This is an optimization exercise on Yosys and OpenROAD, whose aim is small area, a short achievable clock period and few clock cycles per item, not a production implementation.
In this exercise RTL edits were held to simulation tests only and were not proved equivalent to the original.

## flow/design.v

```verilog
module plc_crc32_word (
    input  wire [31:0] x,
    input  wire [31:0] d,
    output wire [31:0] y
);
    wire t64 = x[2] ^ x[7];
    wire t65 = x[0] ^ x[22];
    wire t66 = x[3] ^ x[21];
    wire t67 = x[1] ^ x[23];
    wire t68 = x[4] ^ t65;
    wire t69 = x[15] ^ x[31];
    wire t70 = x[24] ^ x[29];
    wire t71 = x[6] ^ x[9];
    wire t72 = x[5] ^ x[8];
    wire t73 = x[11] ^ x[25];
    wire t74 = x[10] ^ x[26];
    wire t75 = x[19] ^ x[27];
    wire t76 = x[12] ^ x[28];
    wire t77 = x[14] ^ x[30];
    wire t78 = x[17] ^ t70;
    wire t79 = x[20] ^ t64;
    wire t80 = x[13] ^ x[18];
    wire t81 = x[4] ^ x[24];
    wire t82 = x[5] ^ t69;
    wire t83 = x[16] ^ x[23];
    wire t84 = x[7] ^ t77;
    wire t85 = x[27] ^ t72;
    wire t86 = x[31] ^ t75;
    wire t87 = x[0] ^ t66;
    wire t88 = x[16] ^ t68;
    wire t89 = t67 ^ t74;
    wire t90 = t64 ^ t66;
    wire t91 = t73 ^ t76;
    wire t92 = x[26] ^ t80;
    wire t93 = x[30] ^ t92;
    wire t94 = x[22] ^ t75;
    wire t95 = x[3] ^ x[6];
    wire t96 = x[3] ^ x[18];
    wire t97 = x[11] ^ t81;
    wire t98 = t71 ^ t73;
    wire t99 = x[25] ^ t78;
    wire t100 = t65 ^ t82;
    wire t101 = x[28] ^ t71;
    wire t102 = x[9] ^ x[14];
    wire t103 = x[2] ^ x[20];
    wire t104 = x[10] ^ t72;
    wire t105 = t64 ^ t102;
    wire t106 = t77 ^ t78;
    wire t107 = t76 ^ t83;
    wire t108 = t71 ^ t87;
    wire t109 = x[13] ^ t91;
    wire t110 = t80 ^ t84;
    wire t111 = t88 ^ t95;
    wire t112 = x[17] ^ t68;
    wire t113 = t74 ^ t90;
    wire t114 = x[27] ^ x[30];
    wire t115 = x[15] ^ t94;
    wire t116 = t83 ^ t101;
    wire t117 = t89 ^ t98;
    wire t118 = x[3] ^ x[29];
    wire t119 = x[8] ^ t93;
    wire t120 = x[10] ^ x[13];
    wire t121 = x[12] ^ x[18];
    wire t122 = t78 ^ t103;
    wire t123 = x[29] ^ t86;
    wire t124 = t79 ^ t97;
    wire t125 = x[19] ^ t69;
    wire t126 = x[7] ^ x[16];
    wire t127 = x[21] ^ t68;
    wire t128 = x[2] ^ t96;
    wire t129 = t67 ^ t79;
    wire t130 = x[5] ^ t105;
    wire t131 = x[1] ^ x[25];
    wire t132 = x[8] ^ x[26];
    wire t133 = d[0] ^ t132;
    wire t134 = t133 ^ t129;
    wire t135 = t111 ^ t134;
    wire t136 = x[9] ^ x[17];
    wire t137 = d[1] ^ t67;
    wire t138 = t81 ^ t136;
    wire t139 = t85 ^ t90;
    wire t140 = t137 ^ t138;
    wire t141 = t139 ^ t140;
    wire t142 = x[24] ^ x[25];
    wire t143 = d[2] ^ t142;
    wire t144 = t68 ^ t101;
    wire t145 = t104 ^ t128;
    wire t146 = t143 ^ t144;
    wire t147 = t145 ^ t146;
    wire t148 = x[4] ^ x[5];
    wire t149 = x[7] ^ x[19];
    wire t150 = d[3] ^ t118;
    wire t151 = t148 ^ t149;
    wire t152 = t150 ^ t151;
    wire t153 = t117 ^ t152;
    wire t154 = x[6] ^ x[12];
    wire t155 = x[30] ^ d[4];
    wire t156 = t74 ^ t154;
    wire t157 = t155 ^ t85;
    wire t158 = t156 ^ t124;
    wire t159 = t157 ^ t158;
    wire t160 = x[7] ^ x[31];
    wire t161 = d[5] ^ t160;
    wire t162 = t85 ^ t161;
    wire t163 = t108 ^ t109;
    wire t164 = t162 ^ t163;
    wire t165 = x[0] ^ d[6];
    wire t166 = t102 ^ t103;
    wire t167 = t118 ^ t120;
    wire t168 = t165 ^ t107;
    wire t169 = t166 ^ t167;
    wire t170 = t168 ^ t169;
    wire t171 = x[1] ^ x[4];
    wire t172 = x[11] ^ x[15];
    wire t173 = d[7] ^ t66;
    wire t174 = t120 ^ t171;
    wire t175 = t172 ^ t173;
    wire t176 = t174 ^ t106;
    wire t177 = t175 ^ t176;
    wire t178 = x[2] ^ d[8];
    wire t179 = t73 ^ t77;
    wire t180 = t121 ^ t178;
    wire t181 = t82 ^ t179;
    wire t182 = t180 ^ t88;
    wire t183 = t181 ^ t182;
    wire t184 = x[12] ^ x[13];
    wire t185 = d[9] ^ t72;
    wire t186 = t184 ^ t79;
    wire t187 = t125 ^ t185;
    wire t188 = t112 ^ t186;
    wire t189 = t187 ^ t188;
    wire t190 = d[10] ^ t92;
    wire t191 = t127 ^ t130;
    wire t192 = t190 ^ t191;
    wire t193 = x[14] ^ d[11];
    wire t194 = t67 ^ t95;
    wire t195 = t193 ^ t104;
    wire t196 = t194 ^ t115;
    wire t197 = t195 ^ t196;
    wire t198 = x[15] ^ d[12];
    wire t199 = t198 ^ t116;
    wire t200 = t124 ^ t199;
    wire t201 = x[12] ^ d[13];
    wire t202 = t126 ^ t201;
    wire t203 = t87 ^ t104;
    wire t204 = t202 ^ t99;
    wire t205 = t203 ^ t204;
    wire t206 = x[1] ^ d[14];
    wire t207 = t206 ^ t98;
    wire t208 = t112 ^ t207;
    wire t209 = t119 ^ t208;
    wire t210 = d[15] ^ t121;
    wire t211 = t86 ^ t89;
    wire t212 = t210 ^ t130;
    wire t213 = t211 ^ t212;
    wire t214 = x[13] ^ x[28];
    wire t215 = d[16] ^ t126;
    wire t216 = t214 ^ t89;
    wire t217 = t97 ^ t215;
    wire t218 = t115 ^ t216;
    wire t219 = t217 ^ t218;
    wire t220 = x[14] ^ d[17];
    wire t221 = t83 ^ t220;
    wire t222 = t85 ^ t91;
    wire t223 = t221 ^ t122;
    wire t224 = t222 ^ t223;
    wire t225 = x[15] ^ d[18];
    wire t226 = t76 ^ t225;
    wire t227 = t226 ^ t93;
    wire t228 = t99 ^ t108;
    wire t229 = t227 ^ t228;
    wire t230 = d[19] ^ t74;
    wire t231 = t131 ^ t230;
    wire t232 = t88 ^ t110;
    wire t233 = t123 ^ t231;
    wire t234 = t232 ^ t233;
    wire t235 = x[11] ^ x[17];
    wire t236 = x[28] ^ d[20];
    wire t237 = t75 ^ t235;
    wire t238 = t236 ^ t82;
    wire t239 = t84 ^ t237;
    wire t240 = t238 ^ t239;
    wire t241 = t111 ^ t240;
    wire t242 = x[17] ^ x[26];
    wire t243 = x[29] ^ d[21];
    wire t244 = t76 ^ t242;
    wire t245 = t243 ^ t128;
    wire t246 = t244 ^ t100;
    wire t247 = t245 ^ t246;
    wire t248 = x[29] ^ d[22];
    wire t249 = t248 ^ t79;
    wire t250 = t94 ^ t249;
    wire t251 = t119 ^ t250;
    wire t252 = x[8] ^ x[9];
    wire t253 = x[20] ^ x[23];
    wire t254 = x[28] ^ d[23];
    wire t255 = t77 ^ t252;
    wire t256 = t253 ^ t254;
    wire t257 = t86 ^ t87;
    wire t258 = t255 ^ t256;
    wire t259 = t257 ^ t258;
    wire t260 = x[8] ^ d[24];
    wire t261 = t69 ^ t70;
    wire t262 = t260 ^ t261;
    wire t263 = t113 ^ t116;
    wire t264 = t262 ^ t263;
    wire t265 = d[25] ^ t114;
    wire t266 = t265 ^ t117;
    wire t267 = t122 ^ t266;
    wire t268 = x[18] ^ x[24];
    wire t269 = x[31] ^ d[26];
    wire t270 = t114 ^ t268;
    wire t271 = t269 ^ t91;
    wire t272 = t270 ^ t113;
    wire t273 = t271 ^ t272;
    wire t274 = x[0] ^ x[6];
    wire t275 = x[16] ^ d[27];
    wire t276 = t274 ^ t275;
    wire t277 = t276 ^ t109;
    wire t278 = t123 ^ t129;
    wire t279 = t277 ^ t278;
    wire t280 = x[6] ^ x[13];
    wire t281 = d[28] ^ t280;
    wire t282 = t107 ^ t281;
    wire t283 = t106 ^ t127;
    wire t284 = t282 ^ t283;
    wire t285 = d[29] ^ t67;
    wire t286 = t285 ^ t99;
    wire t287 = t100 ^ t110;
    wire t288 = t286 ^ t287;
    wire t289 = x[20] ^ x[22];
    wire t290 = x[25] ^ d[30];
    wire t291 = t81 ^ t96;
    wire t292 = t289 ^ t290;
    wire t293 = t84 ^ t125;
    wire t294 = t291 ^ t292;
    wire t295 = t293 ^ t294;
    wire t296 = x[6] ^ x[19];
    wire t297 = d[31] ^ t131;
    wire t298 = t296 ^ t90;
    wire t299 = t297 ^ t100;
    wire t300 = t298 ^ t299;
    assign y[0] = t135;
    assign y[1] = t141;
    assign y[2] = t147;
    assign y[3] = t153;
    assign y[4] = t159;
    assign y[5] = t164;
    assign y[6] = t170;
    assign y[7] = t177;
    assign y[8] = t183;
    assign y[9] = t189;
    assign y[10] = t192;
    assign y[11] = t197;
    assign y[12] = t200;
    assign y[13] = t205;
    assign y[14] = t209;
    assign y[15] = t213;
    assign y[16] = t219;
    assign y[17] = t224;
    assign y[18] = t229;
    assign y[19] = t234;
    assign y[20] = t241;
    assign y[21] = t247;
    assign y[22] = t251;
    assign y[23] = t259;
    assign y[24] = t264;
    assign y[25] = t267;
    assign y[26] = t273;
    assign y[27] = t279;
    assign y[28] = t284;
    assign y[29] = t288;
    assign y[30] = t295;
    assign y[31] = t300;
endmodule
module plc_blk_tx (
    input  wire        clk,
    input  wire        rst,
    input  wire        cmd_valid,
    output wire        cmd_ready,
    input  wire [15:0] cmd_ssn,
    input  wire [8:0]  cmd_boff,
    input  wire        cmd_bflag,
    input  wire        cmd_long,
    input  wire        in_valid,
    output wire        in_ready,
    input  wire [31:0] in_data,
    output reg         out_valid,
    input  wire        out_ready,
    output reg  [31:0] out_data,
    output reg         out_last
);
    reg        p_cmd, p_body, p_tail;
    reg        e_cmd, e_body;
    reg [6:0]  cnt;         
    reg [31:0] x;           
    wire [31:0] hdr = {3'b000, 1'b0, cmd_bflag, 1'b0, 1'b1,
                       (cmd_bflag ? cmd_boff : 9'd0), cmd_ssn};
    wire r_free = !out_valid || out_ready;
    assign cmd_ready = e_cmd || (p_cmd && out_ready);
    assign in_ready  = e_body || (p_body && out_ready);
    wire cmd_fire = cmd_valid && cmd_ready;
    wire in_fire  = in_valid && in_ready;
    wire acc      = cmd_fire || in_fire;
    wire tail_go  = p_tail && r_free;
    wire last     = in_fire && (cnt == 7'd0);
    wire [31:0] acc_word = p_body ? in_data : hdr;
    wire [31:0] crc_d = p_body ? in_data : (p_tail ? 32'hFFFFFFFF : ~hdr);
    wire [31:0] y;          
    plc_crc32_word u_crc (.x(x), .d(crc_d), .y(y));
    wire p_cmd_n  = cmd_fire ? 1'b0 : (p_cmd || tail_go);
    wire p_body_n = cmd_fire ? 1'b1 : (p_body && !last);
    wire p_tail_n = last ? 1'b1 : (p_tail && !tail_go);
    wire out_valid_n = r_free ? (acc || p_tail) : out_valid;
    always @(posedge clk) begin
        if (rst) begin
            p_cmd     <= 1'b1;
            p_body    <= 1'b0;
            p_tail    <= 1'b0;
            e_cmd     <= 1'b1;
            e_body    <= 1'b0;
            cnt       <= 7'd0;
            out_valid <= 1'b0;
            out_last  <= 1'b0;
        end else begin
            p_cmd     <= p_cmd_n;
            p_body    <= p_body_n;
            p_tail    <= p_tail_n;
            e_cmd     <= p_cmd_n && !out_valid_n;
            e_body    <= p_body_n && !out_valid_n;
            out_valid <= out_valid_n;
            if (cmd_fire)
                cnt <= cmd_long ? 7'd127 : 7'd31;
            else if (in_fire)
                cnt <= cnt - 7'd1;
            if (r_free)
                out_last <= p_tail;
        end
    end
    always @(posedge clk) begin
        if (rst || tail_go)
            x <= 32'd0;
        else if (acc)
            x <= y;
    end
    always @(posedge clk) begin
        if (r_free)
            out_data <= p_tail ? y : acc_word;
    end
endmodule
module plc_blk_rx (
    input  wire        clk,
    input  wire        rst,
    input  wire        in_valid,
    output wire        in_ready,
    input  wire [31:0] in_data,
    input  wire        in_long,
    output reg         res_valid,
    input  wire        res_ready,
    output reg         res_ok,
    output reg         res_fmterr,
    output reg  [31:0] res_hdr
);
    localparam [31:0] K = 32'hDEBB20E3;   
    reg        hdr_ph;      
    reg [7:0]  cnt;         
    reg [31:0] x;           
    reg        blong;
    reg        hraw;        
    reg        hcp;         
    reg        chk_d;       
    reg        in_rdy;      
    reg        in_rdy_rr;   
    assign in_ready = in_rdy || (in_rdy_rr && res_ready);
    wire fire     = in_valid && in_ready;
    wire hdr_fire = fire && hdr_ph;
    wire chk_fire = fire && !hdr_ph && (cnt == 8'd0);
    wire slot_free = !res_valid || res_ready;
    wire copy      = hcp && slot_free;
    wire hdr_ph_n    = hdr_fire ? 1'b0 : (chk_fire ? 1'b1 : hdr_ph);
    wire [7:0] cnt_n = hdr_fire ? (in_long ? 8'd128 : 8'd32) :
                       (fire ? cnt - 8'd1 : cnt);
    wire hcp_n       = hdr_fire || (hcp && !slot_free);
    wire res_valid_n = chk_d || (res_valid && !res_ready);
    wire [31:0] w = in_data ^ (hraw ? K : 32'd0);
    wire [31:0] xm = x & {32{!hdr_ph}};
    wire [31:0] y;
    plc_crc32_word u_crc (.x(xm), .d(w), .y(y));
    always @(posedge clk) begin
        if (fire)
            x <= y;
        if (copy)
            res_hdr <= x;
    end
    always @(posedge clk) begin
        if (rst) begin
            hdr_ph     <= 1'b1;
            cnt        <= 8'd0;
            blong      <= 1'b0;
            hraw       <= 1'b0;
            hcp        <= 1'b0;
            chk_d      <= 1'b0;
            in_rdy     <= 1'b1;
            in_rdy_rr  <= 1'b0;
            res_valid  <= 1'b0;
            res_ok     <= 1'b0;
            res_fmterr <= 1'b0;
        end else begin
            hdr_ph    <= hdr_ph_n;
            cnt       <= cnt_n;
            hcp       <= hcp_n;
            chk_d     <= chk_fire;
            res_valid <= res_valid_n;
            if (fire)
                hraw <= hdr_ph;
            in_rdy    <= !(hcp_n && res_valid_n) &&
                         !((res_valid_n || chk_fire) && !hdr_ph_n && cnt_n == 8'd0);
            in_rdy_rr <= hcp_n && res_valid_n;
            if (hdr_fire)
                blong <= in_long;
            if (chk_d) begin
                res_ok     <= &x;
                res_fmterr <= res_hdr[27] && !blong &&
                              (res_hdr[24] || res_hdr[23]);
            end
        end
    end
endmodule
module plc_blk_codec (
    input  wire        clk,
    input  wire        rst,
    input  wire        tx_cmd_valid,
    output wire        tx_cmd_ready,
    input  wire [15:0] tx_cmd_ssn,
    input  wire [8:0]  tx_cmd_boff,
    input  wire        tx_cmd_bflag,
    input  wire        tx_cmd_long,
    input  wire        tx_in_valid,
    output wire        tx_in_ready,
    input  wire [31:0] tx_in_data,
    output wire        tx_out_valid,
    input  wire        tx_out_ready,
    output wire [31:0] tx_out_data,
    output wire        tx_out_last,
    input  wire        rx_in_valid,
    output wire        rx_in_ready,
    input  wire [31:0] rx_in_data,
    input  wire        rx_in_long,
    output wire        rx_res_valid,
    input  wire        rx_res_ready,
    output wire        rx_res_ok,
    output wire        rx_res_fmterr,
    output wire [31:0] rx_res_hdr
);
    plc_blk_tx u_tx (
        .clk(clk), .rst(rst),
        .cmd_valid(tx_cmd_valid), .cmd_ready(tx_cmd_ready),
        .cmd_ssn(tx_cmd_ssn), .cmd_boff(tx_cmd_boff),
        .cmd_bflag(tx_cmd_bflag), .cmd_long(tx_cmd_long),
        .in_valid(tx_in_valid), .in_ready(tx_in_ready), .in_data(tx_in_data),
        .out_valid(tx_out_valid), .out_ready(tx_out_ready),
        .out_data(tx_out_data), .out_last(tx_out_last)
    );
    plc_blk_rx u_rx (
        .clk(clk), .rst(rst),
        .in_valid(rx_in_valid), .in_ready(rx_in_ready),
        .in_data(rx_in_data), .in_long(rx_in_long),
        .res_valid(rx_res_valid), .res_ready(rx_res_ready),
        .res_ok(rx_res_ok), .res_fmterr(rx_res_fmterr), .res_hdr(rx_res_hdr)
    );
endmodule
```

## flow/config.mk

```make
export PLATFORM = sky130hd
export DESIGN_NAME = plc_blk_codec
export DESIGN_NICKNAME = plc_blk_codec
export VERILOG_FILES = /design/flow/design.v
export SDC_FILE = /design/flow/constraint.sdc
export NUM_CORES = 4
export LEC_CHECK = 0
export CAP_MARGIN = 20
export CORE_MARGIN = 2
export CORE_UTILIZATION = 50
export CTS_BUF_LIST = sky130_fd_sc_hd__clkbuf_8 sky130_fd_sc_hd__clkbuf_16
export CTS_CLUSTER_DIAMETER = 400
export CTS_CLUSTER_SIZE = 50
export PLACE_DENSITY = 0.7
export SETUP_SLACK_MARGIN = 2.65
export SLEW_MARGIN = 20
export DONT_USE_CELLS = sky130_fd_sc_hd__xor3_1 sky130_fd_sc_hd__xor3_2 sky130_fd_sc_hd__xor3_4 sky130_fd_sc_hd__xnor3_1 sky130_fd_sc_hd__xnor3_2 sky130_fd_sc_hd__xnor3_4
```

## flow/standard.sh

```bash
#!/bin/bash
# synth_recipe.tcl (not shown) runs the flow's synth.tcl, then flattens the netlist and writes it again
# the make line also repeats each setting of config.mk as NAME=value (left out here)
make -C /OpenROAD-flow-scripts/flow DESIGN_CONFIG=/design/flow/config.mk WORK_HOME=/design/flow/orfs CLKGATE_MAP_FILE= SYNTH_SCRIPT=/design/flow/synth_recipe.tcl "${@:-finish}"
```

## flow/constraint.sdc

```tcl
create_clock -name core_clock -period 5.0 [get_ports {clk}]
set_input_delay 1.0000 -clock core_clock [delete_from_list [all_inputs] [get_ports {clk}]]
set_output_delay 1.0000 -clock core_clock [all_outputs]
set_load 0.01 [all_outputs]
```

## flow/flow/run.sh

```bash
#!/bin/bash
# Standard ORFS layout with a few extra ORFS settings passed to make.
set -euo pipefail
# keep three-input XOR cells out of the mapping: two-input XORs are smaller
# and faster for the CRC networks
echo 'export DONT_USE_CELLS = sky130_fd_sc_hd__xor3_1 sky130_fd_sc_hd__xor3_2 sky130_fd_sc_hd__xor3_4 sky130_fd_sc_hd__xnor3_1 sky130_fd_sc_hd__xnor3_2 sky130_fd_sc_hd__xnor3_4' >> config.mk
bash standard.sh BUFFER_PORTS_ARGS=-buffer_cell\ sky130_fd_sc_hd__buf_1 finish > standard.log 2>&1
```

==> impl_results.md, run 1 <==
- Slew Viols, Final: 0
- Post-Synthesis Cells: 1166
- HP Class: flip-flop to flip-flop
- Yosys warning count: 2
- Fin util: between 50% and 60%
- CP Class: input pin to output port
- Effective utilization at floorplan: between 50% and 60%
- Die area: 0.02395 mm²
- Vias in the first global route: approximately 8200
- Avg Cell Area, Syn: a little under 10 µm²
- Yosys top cell by area: xnor2_1
- Fin Setup TNS: 0 ns
- Number of clock sinks: 160
- Crit path max fanout: 3
- Std-Cell Rows: 55
- Fmax: about 410 MHz
- Dpl cells: ~1500
- Via Count: 8477
- Total gr overflow: 0
- EDFF count, synth: 96
- Antenna violations before repair: 0
- Die Wd: between 150 and 200 µm
- Seq cells post-synth: 160
- Dpl ws: 1.735 ns
- Clock skew: roughly 0.015 ns
- CTS Buffer Depth: 2
- Die height: 154.8 µm
- Core area: approximately 0.023 mm²
- Min Hold Slack: approximately 0.46 ns
- Least-Margin Pin Slew: between 0.8 and 0.9 ns
- TritonCTS clock tree: done
- Layout fillers: between 1500 and 2000
- TritonRoute pass-1 iters: 5
- Sequential Area: 0.004173 mm²
- CP endpoint kind: output port
- CTS Buf Count: 17
- Layout overhead on the synthesized area: 12.94%
- Min cycle time layout: roughly 2.4 ns
- Worst-path clk slew: roughly 0.070 ns
- CP startpoint: tx_out_ready
- DRC viols: 0
- Startpoint types: input pin
- Ys async rst share: 0%
- RSZ-0062 raised after global routing: yes
- WL final: about 30 mm
- Netlist Area Pre-Place: about 0.011 mm²
- Worst-Skew Late Latency: between 0.4 and 0.5 ns
- Port Buffers: 170
- Drt wl/cell: 18.63 µm
- Layout cells sized above 1: a little under a tenth
- Initial DRC Count: about 730
- Slew margin rel.: about two fifths
- Worst R2R End: u_tx.out_data[26]
- Synth top area share: between 30% and 40%
- Final std cells w/o fill: between 1500 and 2000
- # IOs: between 150 and 200
- CTS hold repair buffers: 0
- Seq/Total Area, Yosys: between 30% and 40%
- Setup-failing EPs final: 0
- Synth Flop Type: edfxtp_1
- Design area: ~0.013 mm²
- Synth area leaders: xnor2_1, edfxtp_1, dfxtp_1
- Final nets: about 1400
- Root buf cell: clkbuf_16
- Post-route setup slack: roughly 2.6 ns
- CTS H-tree lvls: 4
- Number of vias per cell: approximately 5.3
- R2R cell count: 7
- HPWL Detailed: roughly 21 mm
- Post-route clock period utilization: about half
- GRT Overall Usage: ~25%
- Max-cap violation count: 0
- Final Hold Viols: 0
- First-pass GRT wire length: roughly 46 mm
- Req. time, crit path: around 4.0 ns
- GP Congestion: between 0.9 and 1
- Diodes inserted: 0
- Multi-input logic area: between 0.006 and 0.007 mm²
- Largest net degree at the start of global routing: 48
- CP arrival: between 1 and 1.5 ns
- Count of different cell masters after synthesis: 56
- Critical Path End: tx_in_ready
- Post-route ant nets: 0
- R2R setup slack: between 2 and 3 ns
- Placed Area: ~0.012 mm²
- Outcome: complete, no violations
- Reg2reg start: u_tx.p_body
how the worst min path moves through the flow:
stage / from / end / slack (ns) / depth (start not counted)
after floorplan: u_rx.x[12] / u_rx.res_hdr[12] / 0.42 / 0
after global placement: u_rx.blong / u_rx.blong / 0.46 / 2
after detailed placement: u_rx.blong / u_rx.blong / 0.45 / 2
after CTS: u_rx.blong / u_rx.blong / 0.46 / 2
after global routing: u_rx.blong / u_rx.blong / 0.51 / 2
final: u_rx.blong / u_rx.blong / 0.46 / 2
critical path, cell delays in order:
cell and delay (ns):
buf_8 0.10, a21o_1 0.19, buf_2 0.14
sequential cells by signal, indices dropped and copies added, names as in the netlist, 7 cells and up:
signal and flops:
u_rx.cnt 8, u_tx.out_data 32, u_rx.res_hdr 32, u_tx.x 32, u_tx.cnt 7, u_rx.x 32
kinds of logic after synthesis:
family                   synth area share (%)
XOR/XNOR                                39.78
buffers and inverters                   4.360
adder cells (fa/ha/maj)                0.3304
AO/OA/AOI/OAI                           7.873
multiplexers                            1.321
flip-flops                              36.64
AND/OR/NAND/NOR                         9.689
layout make-up:
class / count / area share (%)
timing repair inverter: 1 / 0.03900
timing repair buffer: 191 / 6.474
sequential: 160 / 32.51
tap: 285 / 2.779
multi-input combinational: 907 / 53.66
inverter: 10 / 0.3997
clock buffer: 18 / 3.422
clock inverter: 14 / 0.7117
metal layers:
layer  vias to the layer above  wire length [µm]  track usage [%]
met5                         -                 0                0
met4                         0               754            8.907
met3                        65              2379            4.623
met2                       380             13580            39.80
met1                      3970             12850            34.02
li1                       4062                 -                -
cells in the mapped netlist (3+ instances only):
master,n
nand2b_1,7
a211oi_1,4
buf_1,6
buf_4,7
xnor2_1,402
a2bb2oi_1,13
xor2_1,65
nand3_1,6
nor2b_1,14
nor4_1,3
nand4_1,7
dfxtp_1,64
buf_2,42
a21oi_1,48
o21ai_0,47
ha_1,3
nor3_1,7
inv_1,8
nor2_2,4
a22o_1,4
edfxtp_1,96
clkbuf_1,29
nand2_1,89
clkbuf_8,3
nor2_1,101
xnor2_4,5
mux2i_1,15
a31oi_1,3
a22oi_1,10
a21o_1,4
xnor2_2,16
layout by cell type, fill, tap and decap left out, types with 7 or more instances in the layout:
master,instances
xnor2_1,388
buf_1,166
nor2_1,99
edfxtp_1,96
nand2_1,86
xor2_1,65
dfxtp_1,59
a21oi_1,47
o21ai_0,47
xnor2_2,29
buf_4,18
clkbuf_16,17
mux2i_1,15
a2bb2oi_1,13
nor2b_1,12
a22oi_1,10
inv_1,9
nor3_1,7
nand4_1,7
timing repair:
item                       4_1_cts  5_1_grt
resized for setup               20       21
pin swaps                        0        2
gates cloned                     1        0
setup endpoints to repair       84       33
setup buffers                    5       10
Testbench counts, summed over its fixed seeds: cycles 5,579, items 96.
==> run 2, diff against run 1 <==
--- a/flow/flow/run.sh
+++ b/flow/flow/run.sh
@@ -6,2 +6,2 @@
 echo 'export DONT_USE_CELLS = sky130_fd_sc_hd__xor3_1 sky130_fd_sc_hd__xor3_2 sky130_fd_sc_hd__xor3_4 sky130_fd_sc_hd__xnor3_1 sky130_fd_sc_hd__xnor3_2 sky130_fd_sc_hd__xnor3_4' >> config.mk
-bash standard.sh BUFFER_PORTS_ARGS=-buffer_cell\ sky130_fd_sc_hd__buf_1 finish > standard.log 2>&1
+bash standard.sh POST_FLOORPLAN_TCL=$PWD/flow/downsize.tcl BUFFER_PORTS_ARGS=-buffer_cell\ sky130_fd_sc_hd__buf_1 REMOVE_ABC_BUFFERS=1 finish > standard.log 2>&1
==> flow/flow/downsize.tcl (new file) <==
# After floorplanning: put every XOR/XNOR cell back to its smallest size.
# Synthesis upsizes some of them without wire information; the timing
# repairs after placement and clock tree upsize again where it is needed.
set n 0
foreach inst [[ord::get_db_block] getInsts] {
  set m [[$inst getMaster] getName]
  if {[regexp {^(sky130_fd_sc_hd__x(n)?or2)_[24]$} $m -> base]} {
    replace_cell [$inst getName] ${base}_1
    incr n
  }
}
puts "downsize.tcl: resized $n XOR cells to size 1"
--- a/flow/config.mk
+++ b/flow/config.mk
@@ -10,5 +10,4 @@
 export CORE_UTILIZATION = 50
-export CTS_BUF_LIST = sky130_fd_sc_hd__clkbuf_8 sky130_fd_sc_hd__clkbuf_16
-export CTS_CLUSTER_DIAMETER = 400
-export CTS_CLUSTER_SIZE = 50
+export CTS_BUF_LIST = sky130_fd_sc_hd__clkbuf_4 sky130_fd_sc_hd__clkbuf_8
+export CTS_CLUSTER_SIZE = 20
 export PLACE_DENSITY = 0.7
==> run 2 against run 1 <==
Against the previous run:
- still clean
- cell area down 1.8%
- sequential share of layout area up 0.61 points
- non-clock buffer count up 5
- critical path depth up 3
- wire length up 1.2%
- register-to-register slack worse by 0.19 ns
- die area unchanged
- flip-flop and latch count unchanged
==> impl_results.md, run 2 <==
- Outcome: complete, no violations
- # IOs: 171 (unchanged)
- Cell-by-cell trace of the critical path: xnor2_1, xnor2_1, xnor2_1, xnor2_1, xnor2_1, a22o_1
- Synth Flop Type: edfxtp_1
- Sequential Area: 0.004177 mm² (about the same)
- CTS Buf Count: 17 (unchanged)
- CTS hold repair buffers: 0 (unchanged)
- Final nets: 1394 (+0.29%)
- Multi-input logic area: 0.006750 mm² (-2.0%)
- Antenna violations before repair: 0 (unchanged)
- Crit path max fanout: 6 (+3)
- Min cycle time layout: 2.448 ns (+0.01836 ns)
- Initial DRC Count: 789 (+7.6%)
- Synth top area share: 30.98% (unchanged)
- Number of vias per cell: 5.319 (-0.48%)
- Commonest non-fill, non-tap cell in the layout: xnor2_1
- Min Hold Slack: 0.4782 ns (+0.01478 ns)
- Post-route ant nets: 0 (unchanged)
- Seq/Total Area, Yosys: 36.64% (unchanged)
- Effective utilization at floorplan: 50.50% (unchanged)
- Worst path max stage delay: 0.67 ns (+0.48 ns)
- Die height: 154.8 µm (unchanged)
- HP Class: flip-flop to flip-flop
- RSZ-0062 raised after global routing: yes
- Hold endpoint: u_rx.blong
- DRC viols: 0 (unchanged)
- Worst-path clk slew: 0.09 ns (+0.02 ns)
- Die Wd: 154.8 µm (unchanged)
- Max-cap violation count: 0 (unchanged)
- R2R setup slack: 2.55 ns (-0.19 ns)
- Most frequent cells in the layout: xnor2_1, buf_1, nor2_1
- Total gr overflow: 0 (unchanged)
- Hold Path Cell Cnt: 2 (unchanged)
- Vias in the first global route: 8341 (+1.8%)
- Count leader, synth: xnor2_1
- HPWL Detailed: 21.50 mm (+0.36%)
- Req. time, crit path: 5.22 ns (+1.22 ns)
- Least-Margin Pin Slew: 0.8036 ns (-0.06512 ns)
- GRT Overall Usage: 25.14% (+0.21 points)
- Post-Synthesis Cells: 1166 (unchanged)
- Synth area leaders: xnor2_1, edfxtp_1, dfxtp_1
- Via Count: 8458 (-0.22%)
- CP Class: flip-flop to flip-flop
- Die area: 0.02395 mm² (unchanged)
- Core area: 0.02250 mm² (unchanged)
- GP Congestion: 0.9565 (-0.72%)
- Most frequent CP cell: xnor2_1
- Drt wl/cell: 18.81 µm (+0.92%)
- CP arrival: 2.67 ns (+1.24 ns)
- Yosys warning count: 2 (unchanged)
- WP depth: 6 (+3)
- Yosys top cell by area: xnor2_1
- Std-Cell Rows: 55 (unchanged)
- TritonRoute pass-1 iters: 5 (unchanged)
- Worst-Skew Late Latency: 0.49 ns (+0.05 ns)
- Layout overhead on the synthesized area: 10.96%
- Post-route clock period utilization: 48.96% (+0.37 points)
- Fin Setup TNS: 0 ns (unchanged)
- CTS H-tree lvls: 4 (unchanged)
- Final Hold Viols: 0 (unchanged)
- Ys async rst share: 0% (unchanged)
- First-pass GRT wire length: 46.19 mm (+0.47%)
- Reg2reg start: u_tx.x[7]
- Synth top cells by count: xnor2_1, nor2_1, edfxtp_1
- Avg Cell Area, Syn: 9.746 µm² (unchanged)
- WL final: 29.90 mm (+1.2%)
- CP endpoint kind: flip-flop
- Seq cells post-synth: 160 (unchanged)
- Hold path start: u_rx.blong
- Fmax: 408.5 MHz (-0.75%)
- Diodes inserted: 0 (unchanged)
- Port Buffers: 170 (unchanged)
- Top delay family on crit path: XOR/XNOR gates
- Setup-failing EPs final: 0 (unchanged)
- Worst R2R End: u_tx.out_data[30]
- Root buf cell: clkbuf_8
- Largest net degree at the start of global routing: 37 (-23%)
- Count of different cell masters after synthesis: 56 (unchanged)
- Slowest CP cell: xnor2_1
- Netlist Area Pre-Place: 0.01136 mm² (unchanged)
- Layout fillers: 2032 (+4.4%)
- CP bufs+invs: 0 (-2)
- TritonCTS clock tree: done
- Layout cells sized above 1: 8.812% (-0.57 points)
- Number of clock sinks: 160 (unchanged)
- EDFF count, synth: 96 (unchanged)
- Slew Viols, Final: 0 (unchanged)
- Clock skew: 0.02462 ns (+0.009957 ns)
- CTS Buffer Depth: 2 (unchanged)
- Slew margin rel.: 46.04% (+4.3 points)
- Startpoint types: flip-flop
- R2R cell count: 6 (-1)
run 2: worst max path at each step:
stage / from / to
after floorplan: rx_res_ready / u_rx.hdr_ph
after global placement: rx_res_ready / u_rx.blong
after detailed placement: rx_res_ready / u_rx.blong
after CTS: rx_res_ready / rx_in_ready
after global routing: u_tx.x[7] / u_tx.out_data[26]
final: u_tx.x[7] / u_tx.out_data[30]
run 2: logic make-up after synthesis:
kind of cell    share of synthesized area (%)
simple gates                            9.689
fa+ha+maj                              0.3304
buf+inv                                 4.360
compound gates                          7.873
mux                                     1.321
xor+xnor                                39.78
flops                                   36.64
run 2: worst register-to-register path: stages (launching register included):
cell	delay, ns
dfxtp_1	0.58
xnor2_1	0.18
xnor2_1	0.67
xnor2_1	0.18
xnor2_1	0.17
xnor2_1	0.17
a22o_1	0.24
run 2: timing repair:
item                                    CTS  global route
gates resized for setup                  38            22
endpoints found under the setup margin  132            43
setup buffers                             4            13
pin swaps                                 1             1
gates cloned                              1             0
run 2: cell type report:
cell class / instances / area share (%)
clock inverter: 14 / 1.032
sequential: 160 / 33.13
tap: 285 / 2.828
multi-input combinational: 907 / 53.54
timing repair buffer: 196 / 7.214
clock buffer: 18 / 1.915
inverter: 10 / 0.3473
run 2: routing by layer:
metal,global-route usage (%),share of wire [%]
met1,30.63,41
met2,44.62,51
met3,3.895,5.8
met4,9.921,2.9
met5,0,0
run 2: metrics by stage:
step	worst slack [ns]	area, µm²	util [%]	instances
final	2.552	12610	56.03	1590
after global routing	2.504	12610	56.03	1590
after CTS	2.587	12390	55.04	1577
after detailed placement	1.605	11740	52.18	1540
after global placement	1.663	11740	52.18	1540
after floorplan	1.865	10910	-	1077
==> run 3, diff against run 2 <==
==> flow/flow/run.sh (replaced) <==
#!/bin/bash
# Standard ORFS layout with a few extra ORFS settings passed to make.
set -euo pipefail
# keep three-input XOR cells out of the mapping: two-input XORs are smaller
# and faster for the CRC networks; and map AND-OR logic with inverting gates
# only, which are faster on the short paths from ready inputs to ready outputs
echo 'export DONT_USE_CELLS = sky130_fd_sc_hd__xor3_1 sky130_fd_sc_hd__xor3_2 sky130_fd_sc_hd__xor3_4 sky130_fd_sc_hd__xnor3_1 sky130_fd_sc_hd__xnor3_2 sky130_fd_sc_hd__xnor3_4 sky130_fd_sc_hd__a21o_0 sky130_fd_sc_hd__a21o_1 sky130_fd_sc_hd__a21o_2 sky130_fd_sc_hd__a21o_4 sky130_fd_sc_hd__o21a_0 sky130_fd_sc_hd__o21a_1 sky130_fd_sc_hd__o21a_2 sky130_fd_sc_hd__o21a_4 sky130_fd_sc_hd__a22o_0 sky130_fd_sc_hd__a22o_1 sky130_fd_sc_hd__a22o_2 sky130_fd_sc_hd__a22o_4 sky130_fd_sc_hd__o22a_0 sky130_fd_sc_hd__o22a_1 sky130_fd_sc_hd__o22a_2 sky130_fd_sc_hd__o22a_4 sky130_fd_sc_hd__a21bo_0 sky130_fd_sc_hd__a21bo_1 sky130_fd_sc_hd__a21bo_2 sky130_fd_sc_hd__a21bo_4 sky130_fd_sc_hd__o21ba_0 sky130_fd_sc_hd__o21ba_1 sky130_fd_sc_hd__o21ba_2 sky130_fd_sc_hd__o21ba_4 sky130_fd_sc_hd__a211o_0 sky130_fd_sc_hd__a211o_1 sky130_fd_sc_hd__a211o_2 sky130_fd_sc_hd__a211o_4 sky130_fd_sc_hd__o211a_0 sky130_fd_sc_hd__o211a_1 sky130_fd_sc_hd__o211a_2 sky130_fd_sc_hd__o211a_4 sky130_fd_sc_hd__a31o_0 sky130_fd_sc_hd__a31o_1 sky130_fd_sc_hd__a31o_2 sky130_fd_sc_hd__a31o_4 sky130_fd_sc_hd__o31a_0 sky130_fd_sc_hd__o31a_1 sky130_fd_sc_hd__o31a_2 sky130_fd_sc_hd__o31a_4 sky130_fd_sc_hd__and2_0 sky130_fd_sc_hd__and2_1 sky130_fd_sc_hd__and2_2 sky130_fd_sc_hd__and2_4 sky130_fd_sc_hd__or2_0 sky130_fd_sc_hd__or2_1 sky130_fd_sc_hd__or2_2 sky130_fd_sc_hd__or2_4' >> config.mk
bash standard.sh BUFFER_PORTS_ARGS=-buffer_cell\ sky130_fd_sc_hd__buf_1 finish > standard.log 2>&1
--- a/flow/config.mk
+++ b/flow/config.mk
@@ -15,2 +15,2 @@
 export SLEW_MARGIN = 20
-export DONT_USE_CELLS = sky130_fd_sc_hd__xor3_1 sky130_fd_sc_hd__xor3_2 sky130_fd_sc_hd__xor3_4 sky130_fd_sc_hd__xnor3_1 sky130_fd_sc_hd__xnor3_2 sky130_fd_sc_hd__xnor3_4
+export DONT_USE_CELLS = sky130_fd_sc_hd__xor3_1 sky130_fd_sc_hd__xor3_2 sky130_fd_sc_hd__xor3_4 sky130_fd_sc_hd__xnor3_1 sky130_fd_sc_hd__xnor3_2 sky130_fd_sc_hd__xnor3_4 sky130_fd_sc_hd__a21o_0 sky130_fd_sc_hd__a21o_1 sky130_fd_sc_hd__a21o_2 sky130_fd_sc_hd__a21o_4 sky130_fd_sc_hd__o21a_0 sky130_fd_sc_hd__o21a_1 sky130_fd_sc_hd__o21a_2 sky130_fd_sc_hd__o21a_4 sky130_fd_sc_hd__a22o_0 sky130_fd_sc_hd__a22o_1 sky130_fd_sc_hd__a22o_2 sky130_fd_sc_hd__a22o_4 sky130_fd_sc_hd__o22a_0 sky130_fd_sc_hd__o22a_1 sky130_fd_sc_hd__o22a_2 sky130_fd_sc_hd__o22a_4 sky130_fd_sc_hd__a21bo_0 sky130_fd_sc_hd__a21bo_1 sky130_fd_sc_hd__a21bo_2 sky130_fd_sc_hd__a21bo_4 sky130_fd_sc_hd__o21ba_0 sky130_fd_sc_hd__o21ba_1 sky130_fd_sc_hd__o21ba_2 sky130_fd_sc_hd__o21ba_4 sky130_fd_sc_hd__a211o_0 sky130_fd_sc_hd__a211o_1 sky130_fd_sc_hd__a211o_2 sky130_fd_sc_hd__a211o_4 sky130_fd_sc_hd__o211a_0 sky130_fd_sc_hd__o211a_1 sky130_fd_sc_hd__o211a_2 sky130_fd_sc_hd__o211a_4 sky130_fd_sc_hd__a31o_0 sky130_fd_sc_hd__a31o_1 sky130_fd_sc_hd__a31o_2 sky130_fd_sc_hd__a31o_4 sky130_fd_sc_hd__o31a_0 sky130_fd_sc_hd__o31a_1 sky130_fd_sc_hd__o31a_2 sky130_fd_sc_hd__o31a_4 sky130_fd_sc_hd__and2_0 sky130_fd_sc_hd__and2_1 sky130_fd_sc_hd__and2_2 sky130_fd_sc_hd__and2_4 sky130_fd_sc_hd__or2_0 sky130_fd_sc_hd__or2_1 sky130_fd_sc_hd__or2_2 sky130_fd_sc_hd__or2_4
removed: flow/flow/downsize.tcl
==> run 3 against run 2 <==
Against the previous run:
- cell area is 2.4% higher
- clock-buffer cell count increased by 2
- final cell count is 1.0% higher
- die area rose by 0.35%
- highest routed layer unchanged
==> impl_results.md, run 3 <==
- Slowest CP cell: a21oi_4
- Reg2reg start: u_tx.x[13]
- Worst R2R End: u_tx.out_data[7]
- Commonest non-fill, non-tap cell in the layout: xnor2_1
- CTS hold repair buffers: 0 (unchanged)
- Synth Flop Type: edfxtp_1
- Netlist Area Pre-Place: 0.01140 mm² (+0.36%)
- Final nets: 1410 (+1.1%)
- Outcome: complete, no violations
- CP endpoint kind: output port
- Synth top area share: 31.41% (+0.43 points)
- Met1 usage in global routing: 32.19% (+1.6 points)
- RSZ-0062 raised after global routing: yes
- First-pass GRT wire length: 45.97 mm (-0.46%)
- GP Congestion: 0.9299 (-2.8%)
- Ys async rst share: 0% (unchanged)
- Worst path max stage delay: 0.14 ns (-0.53 ns)
- Vias in the first global route: 8321 (-0.24%)
- Synth area leaders: xnor2_1, edfxtp_1, dfxtp_1
- GRT Overall Usage: 24.98% (-0.16 points)
- Synth top cells by count: xnor2_1, nor2_1, nand2_1
- Yosys warning count: 2 (unchanged)
- Dpl cells: 1557 (+1.1%)
- Diodes inserted: 0 (unchanged)
- DRC viols: 0 (unchanged)
- Final std cells w/o fill: 1606 (+1.0%)
- Number of clock sinks: 160 (unchanged)
- Layout overhead on the synthesized area: 13.16%
- Core area: 0.02250 mm² (unchanged)
- Layout fillers: 1986 (-2.3%)
- Cell-by-cell trace of the critical path: buf_12, a21oi_4, inv_2, buf_6
- GRT busiest layer: met2
- Least-Margin Pin Slew: 0.7542 ns (-0.04940 ns)
- CP Class: input pin to output port
- Die area: 0.02403 mm² (+0.35%)
- Root buf cell: clkbuf_8
- R2R cell count: 6 (unchanged)
- WL final: 29.97 mm (+0.22%)
- Initial DRC Count: 759 (-3.8%)
- Post-route ant nets: 0 (unchanged)
- Design area: 0.01291 mm² (+2.4%)
- Total gr overflow: 0 (unchanged)
- Startpoint types: input pin
- Die Wd: 155.0 µm (+0.17%)
- CP startpoint: tx_out_ready
- Hold Path Cell Cnt: 2 (unchanged)
- Antenna violations before repair: 0 (unchanged)
- Hold path start: u_tx.out_last
- Req. time, crit path: 4.00 ns (-1.22 ns)
- Hold endpoint: u_tx.out_last
- Fin Setup TNS: 0 ns (unchanged)
- Effective utilization at floorplan: 50.68% (+0.18 points)
- Via Count: 8472 (+0.17%)
- Final Hold Viols: 0 (unchanged)
- CP arrival: 1.44 ns (-1.23 ns)
- Drt wl/cell: 18.66 µm (-0.78%)
- Post-route clock period utilization: 48.72% (-0.25 points)
- Grt met3 use: 4.568% (+0.67 points)
- Fmax: 410.5 MHz (+0.51%)
- # IOs: 171 (unchanged)
- EDFF count, synth: 96 (unchanged)
- Std-Cell Rows: 55 (unchanged)
- CTS Buffer Depth: 2 (unchanged)
- HPWL Detailed: 21.66 mm (+0.76%)
- Port Buffers: 170 (unchanged)
- Slew Viols, Final: 0 (unchanged)
- Worst-path clk slew: 0.08 ns (about the same)
- Placed Area: 0.01210 mm² (+3.1%)
- CTS Buf Count: 17 (unchanged)
- Yosys top cell by area: xnor2_1
- Max-cap violation count: 0 (unchanged)
- Count leader, synth: xnor2_1
- Clock skew: 0.02117 ns (-0.003444 ns)
- Largest net degree at the start of global routing: 48 (+30%)
- Min cycle time layout: 2.436 ns (-0.01240 ns)
- Avg Cell Area, Syn: 9.632 µm² (-1.2%)
- HP Class: flip-flop to flip-flop
- Seq cells post-synth: 160 (unchanged)
- Count of different cell masters after synthesis: 47 (-16%)
- Slew margin rel.: 49.44% (+3.4 points)
- Seq/Total Area, Yosys: 36.51% (-0.13 points)
- Number of vias per cell: 5.275 (-0.83%)
- TritonCTS clock tree: done
- Worst-Skew Late Latency: 0.47 ns (-0.02 ns)
- Post-Synthesis Cells: 1184 (+1.5%)
- Setup-failing EPs final: 0 (unchanged)
- TritonRoute pass-1 iters: 5 (unchanged)
- Die height: 155.0 µm (+0.17%)
- R2R setup slack: 2.72 ns (+0.17 ns)
- Crit path max fanout: 3 (-3)
- Grt met2 use: 41.74% (-2.9 points)
- Min Hold Slack: 0.4770 ns (-0.001155 ns)
- Layout cells sized above 1: 10.83% (+2.0 points)
- Most frequent cells in the layout: xnor2_1, buf_1, nor2_1
- CTS H-tree lvls: 4 (unchanged)
[run 3: worst max-delay path by stage]
stage                         endpoint  cells after the start  slack (ns)
after detailed placement   u_rx.in_rdy                      8        1.84
after global routing      tx_cmd_ready                      4        2.55
after global placement     u_rx.in_rdy                      8        1.90
final                     tx_cmd_ready                      4        2.56
after CTS                    u_rx.x[9]                      4        2.39
after floorplan            u_rx.in_rdy                      7        2.52
[run 3: layer usage]
metal  vias to the layer above  share of wire, %
met2                       348                47
met3                        70               6.8
met1                      3968                43
li1                       4086                 -
met5                         -                 0
met4                         0               3.3
[run 3: logic make-up after synthesis]
| kind of cell | Yosys count | share of synthesized area [%] |
|---|---|---|
| DFF | 160 | 36.51 |
| AOI/OAI and AO/OA | 130 | 6.802 |
| buffers and inverters | 104 | 4.575 |
| xor gates and xnor gates | 491 | 39.65 |
| muxes | 16 | 1.404 |
| adders and majority gates | 3 | 0.3292 |
| and+or+nand+nor | 280 | 10.73 |
[run 3: repair_timing]
| action | 4_1_cts | 5_1_grt |
|---|---|---|
| endpoints found under the setup margin | 78 | 79 |
| hold endpoints to repair | 0 | 0 |
| setup buffers | 2 | 12 |
| pin swaps | 1 | 3 |
| gates cloned | 3 | 0 |
| resized for setup | 26 | 29 |
[run 3: worst max-delay path: cells and delay by family]
| family | cells | cell delay [ns] |
|---|---|---|
| buf+inv | 3 | 0.29 |
| compound gates | 1 | 0.14 |
[run 3: area by class of cell]
type | instances | area, µm² | share of cell area, %
Clock inverter | 12 | 132.6 | 1.028
Inverter | 14 | 63.81 | 0.4944
Clock buffer | 20 | 256.5 | 1.987
Sequential cell | 160 | 4180 | 32.39
Tap cell | 285 | 356.6 | 2.763
Timing Repair inverter | 3 | 20.02 | 0.1551
Multi-Input combinational cell | 920 | 7027 | 54.45
Timing Repair Buffer | 192 | 869.6 | 6.738
[run 3: stage by stage]
stage / utilization [%] / worst slack, ns
global placement: 53.78 / 1.905
floorplan: - / 2.524
detailed placement: 53.78 / 1.841
CTS: 56.12 / 2.388
global route: 57.35 / 2.553
finish: 57.35 / 2.564

==> port drivers added, routing unchanged <==
The flow's constraints put no driver on any port. The routed layouts listed below were extracted and timed again, unchanged, in two steps.
Step 1 (the two cells are an assumption about what drives the block):
set clk [get_ports {clk}]
set_driving_cell -lib_cell sky130_fd_sc_hd__clkbuf_16 $clk
set_driving_cell -lib_cell sky130_fd_sc_hd__buf_2 [delete_from_list [all_inputs] $clk]
Step 2 adds t to the input delays and takes it off the output delays; t is the mean of the earliest and latest rising clock arrival at the registers after step 1. Input paths then give back, and output paths get back, about the clock's delay inside the block.
a / b / c = ideal ports / drivers / drivers and shift; a / b = the first two.
run	t (ns)	setup slack, ns	clock arrival spread, ns	pins driven straight from the clock port
run 1	0.477	2.570 / 2.532 / 2.354	0.017 / 0.016	1
run 2	0.516	2.552 / 2.543 / 2.317	0.030 / 0.031	1
run 3	0.506	2.564 / 2.518 / 2.238	0.023 / 0.023	1
After both steps setup and hold are still met in every run listed. For run 3, which loses most, drivers alone change the setup slack by -0.046 ns; drivers and shift together by -0.326 ns.
